From an optimization exercise on the open Yosys and OpenROAD flow, aimed at small area, a short achievable clock period and few clock cycles per item; shortcuts taken in it are not production practice.
Function was checked by simulation only, so behaviour that the tests miss may differ from the original.
Power figures rest on the tool's default switching activity, not on a simulated workload.

Design cptv_decoder, start of the top module:
module cptv_decoder (
    input  wire        clk,
    input  wire        rst,           
    input  wire        cmd_valid,
    output wire        cmd_ready,
    input  wire [4:0]  cmd_width,     
    input  wire [15:0] cmd_count,     
    input  wire        cmd_hist,      
    output reg         cmd_err,       
    input  wire        in_valid,
    output wire        in_ready,
    input  wire [31:0] in_data,
    input  wire        h_valid,
    output wire        h_ready,
    input  wire [15:0] h_data,
    output reg         out_valid,
    input  wire        out_ready,
    output reg  [15:0] out_data,
    output reg         out_last
);
    reg        idle;          
    reg        chk;           
    reg        dec;           
    reg        hist;
    reg [3:0]  wm1;           
    reg [15:0] sl;            
    reg        last_q;        
    reg        last2_q;       
    reg [15:0] hq0, hq1, hq2, hq3;    
    reg [2:0]  hc;                    
    reg [3:0]  q;             
    reg [4:0]  e;             
    reg        pop_q;         
    reg [1:0]  k2;            
    reg [4:0]  eb;            
    reg        popb;
    reg [1:0]  k2b;
    reg        in_rdy;
    reg [15:0] rr;            
    reg        r_valid, r_last;
    reg [15:0] acc;           
    reg        a_valid, a_last;
    reg [15:0] hb;            
    reg        hbv;
    reg        h_rdy;
    reg        sk_valid;      
    reg [15:0] sk_data;
    reg        sk_last;
    assign cmd_ready = idle;
    assign in_ready  = in_rdy;
    assign h_ready   = h_rdy;
    wire cmd_ok   = (cmd_width != 5'd0) && (!cmd_width[4] || cmd_width[3:0] == 4'd0) &&
                    (cmd_count != 16'd0);
    wire cmd_fire = cmd_valid && idle;
    wire have = (hc != 3'd0) && (!e[4] || hc[2] || hc[1]);
    wire s2 = a_valid && (!hist || hbv) && !sk_valid;   
    wire s1 = r_valid && (!a_valid || s2);              
    wire s0 = dec && have && (!r_valid || s1);          
    wire [30:0] cat  = {hq0, hq1[15:1]};                
    wire [45:0] catx = {15'd0, cat} << e;
    wire [15:0] raw  = catx[45:30];                     
  ...
Settings: LEC_CHECK=0, CAP_MARGIN=20, CORE_MARGIN=2, CORE_UTILIZATION=40, CTS_CLUSTER_DIAMETER=80, CTS_CLUSTER_SIZE=30, SETUP_SLACK_MARGIN=4.4, SLEW_MARGIN=20; clock period 7.0 ns.
run.sh (not shown) runs the stock make flow with config.mk's settings and CLKGATE_MAP_FILE= SYNTH_SCRIPT=/design/flow/synth_recipe.tcl, a recipe that flattens the netlist after the stock synthesis.
The baseline went through all stages and came out clean.
Testbench counts at the start, summed over its fixed seeds: cycles 246,500, samples 246,004.
Then changed:
==> flow/flow/run.sh (new file) <==
#!/bin/bash
# The standard layout (the standard.sh, all steps), with the port
# buffers that global placement inserts made sky130_fd_sc_hd__buf_1 cells
# instead of the flow's default choice.  Every port still gets its buffer.
set -e
export BUFFER_PORTS_ARGS="-buffer_cell sky130_fd_sc_hd__buf_1"
bash standard.sh > standard.log 2>&1
==> flow/standard.sh (new file) <==
#!/bin/bash
# synth_recipe.tcl (not shown) runs the flow's synth.tcl, then flattens the netlist and writes it again
# the make line also repeats each setting of config.mk as NAME=value (left out here)
make -C /OpenROAD-flow-scripts/flow DESIGN_CONFIG=/design/flow/config.mk WORK_HOME=/design/flow/orfs CLKGATE_MAP_FILE= SYNTH_SCRIPT=/design/flow/synth_recipe.tcl "${@:-finish}"
- CTS_CLUSTER_SIZE: 30 -> 40
- SETUP_SLACK_MARGIN: 4.4 -> 4.6
removed: flow/run.sh
First-iteration DRC count came out higher by 52%.
Area after synthesis stays the same.
Clock power came out higher by 13%.
Cell area came out higher by 0.47%.
Register-to-register slack improves by 0.13 ns.
Count of clock-buffer cells in the layout came out higher by 2.
Worst setup slack improves by 0.14 ns.
Non-clock buffer count came out higher by 30.
Routed wire length came out higher by 1.2%.
Then changed:
==> flow/run.sh (new file) <==
#!/bin/bash
# synth_recipe.tcl (not shown) runs the flow's synth.tcl, then flattens the netlist and writes it again
# the make line also repeats each setting of config.mk as NAME=value (left out here)
make -C /OpenROAD-flow-scripts/flow DESIGN_CONFIG=/design/flow/config.mk WORK_HOME=/design/flow/orfs CLKGATE_MAP_FILE= SYNTH_SCRIPT=/design/flow/synth_recipe.tcl finish
- SETUP_SLACK_MARGIN: 4.6 -> 4.4
removed: flow/flow/run.sh
removed: flow/standard.sh
Setup slack loses 0.15 ns.
Total power decreases by about 3%.
Clock skew is higher by 0.0073 ns.
Synthesized area stays the same.
Final area drops by about 0.8%.
Register-to-register slack is worse by 0.12 ns.
Worst hold slack is better by 0.057 ns.
Non-clock buffer count falls by 36.
Then changed:
==> flow/flow/run.sh (new file) <==
#!/bin/bash
# The standard layout (the standard.sh, all steps), with the port
# buffers that global placement inserts made sky130_fd_sc_hd__buf_2 cells
# instead of the flow's default choice.  Every port still gets its buffer.
set -e
export BUFFER_PORTS_ARGS="-buffer_cell sky130_fd_sc_hd__buf_2"
bash standard.sh > standard.log 2>&1
==> flow/standard.sh (new file) <==
#!/bin/bash
# synth_recipe.tcl (not shown) runs the flow's synth.tcl, then flattens the netlist and writes it again
# the make line also repeats each setting of config.mk as NAME=value (left out here)
make -C /OpenROAD-flow-scripts/flow DESIGN_CONFIG=/design/flow/config.mk WORK_HOME=/design/flow/orfs CLKGATE_MAP_FILE= SYNTH_SCRIPT=/design/flow/synth_recipe.tcl "${@:-finish}"
- SETUP_SLACK_MARGIN: 4.4 -> 4.47
removed: flow/run.sh
After rerunning:
- utilization decreases by 0.81 points
- die area stays the same
- first-iteration DRC count increases by 32%
- wire length came out higher by 1.1%
- sequential power barely changes
- total power increases by 0.94%
Then changed:
==> flow/flow/run.sh (replaced) <==
#!/bin/bash
# The standard layout (the standard.sh, all steps), with the port
# buffers that global placement inserts made sky130_fd_sc_hd__buf_1 cells
# instead of the flow's default choice.  Every port still gets its buffer.
set -e
export BUFFER_PORTS_ARGS="-buffer_cell sky130_fd_sc_hd__buf_1"
bash standard.sh > standard.log 2>&1
=> Hold slack hardly moves; cell count drops by 0.68%; design area drops by 2.1%; synthesized cell count stays the same; register-to-register slack stays flat; die area stays the same; power drops by 3.1%; via count drops by 0.45%; setup slack gets worse by 0.0042 ns; global-route usage is about the same.

==> separate check: timing with driven ports <==
No port has a modelled driver above. Below, the same layouts with a new extraction and two added sets of constraints. Step 1, drivers: a clkbuf_16 drives clk and a buf_2 each remaining input, both assumed. Step 2 adds t to the input delays and takes it off the output delays; t is the mean of the earliest and latest rising clock arrival at the registers after step 1. Input paths then give back, and output paths get back, about the clock's delay inside the block. Three values: ideal, step 1, step 2; two values: the first two.
run | shift t [ns] | setup slack, ns | worst hold slack (ns) | clock arrival spread, ns | worst register clock-pin slew, ns
the first run | 0.522 | 4.456 / 4.408 / 3.972 | 0.484 / 0.484 / 0.484 | 0.032 / 0.032 | 0.11 / 0.11
the second run | 0.530 | 4.600 / 4.551 / 4.229 | 0.433 / 0.433 / 0.433 | 0.028 / 0.028 | 0.10 / 0.10
the third run | 0.524 | 4.450 / 4.402 / 3.983 | 0.490 / 0.490 / 0.490 | 0.034 / 0.034 | 0.12 / 0.12
the fourth run | 0.524 | 4.543 / 4.499 / 4.153 | 0.434 / 0.434 / 0.434 | 0.037 / 0.037 | 0.11 / 0.11
the fifth run | 0.522 | 4.539 / 4.492 / 4.145 | 0.436 / 0.436 / 0.436 | 0.019 / 0.018 | 0.12 / 0.12
After both steps setup and hold are still met in every run listed. The setup slack of the first run, which loses most, moves by -0.048 ns with the drivers and by -0.484 ns with both steps.
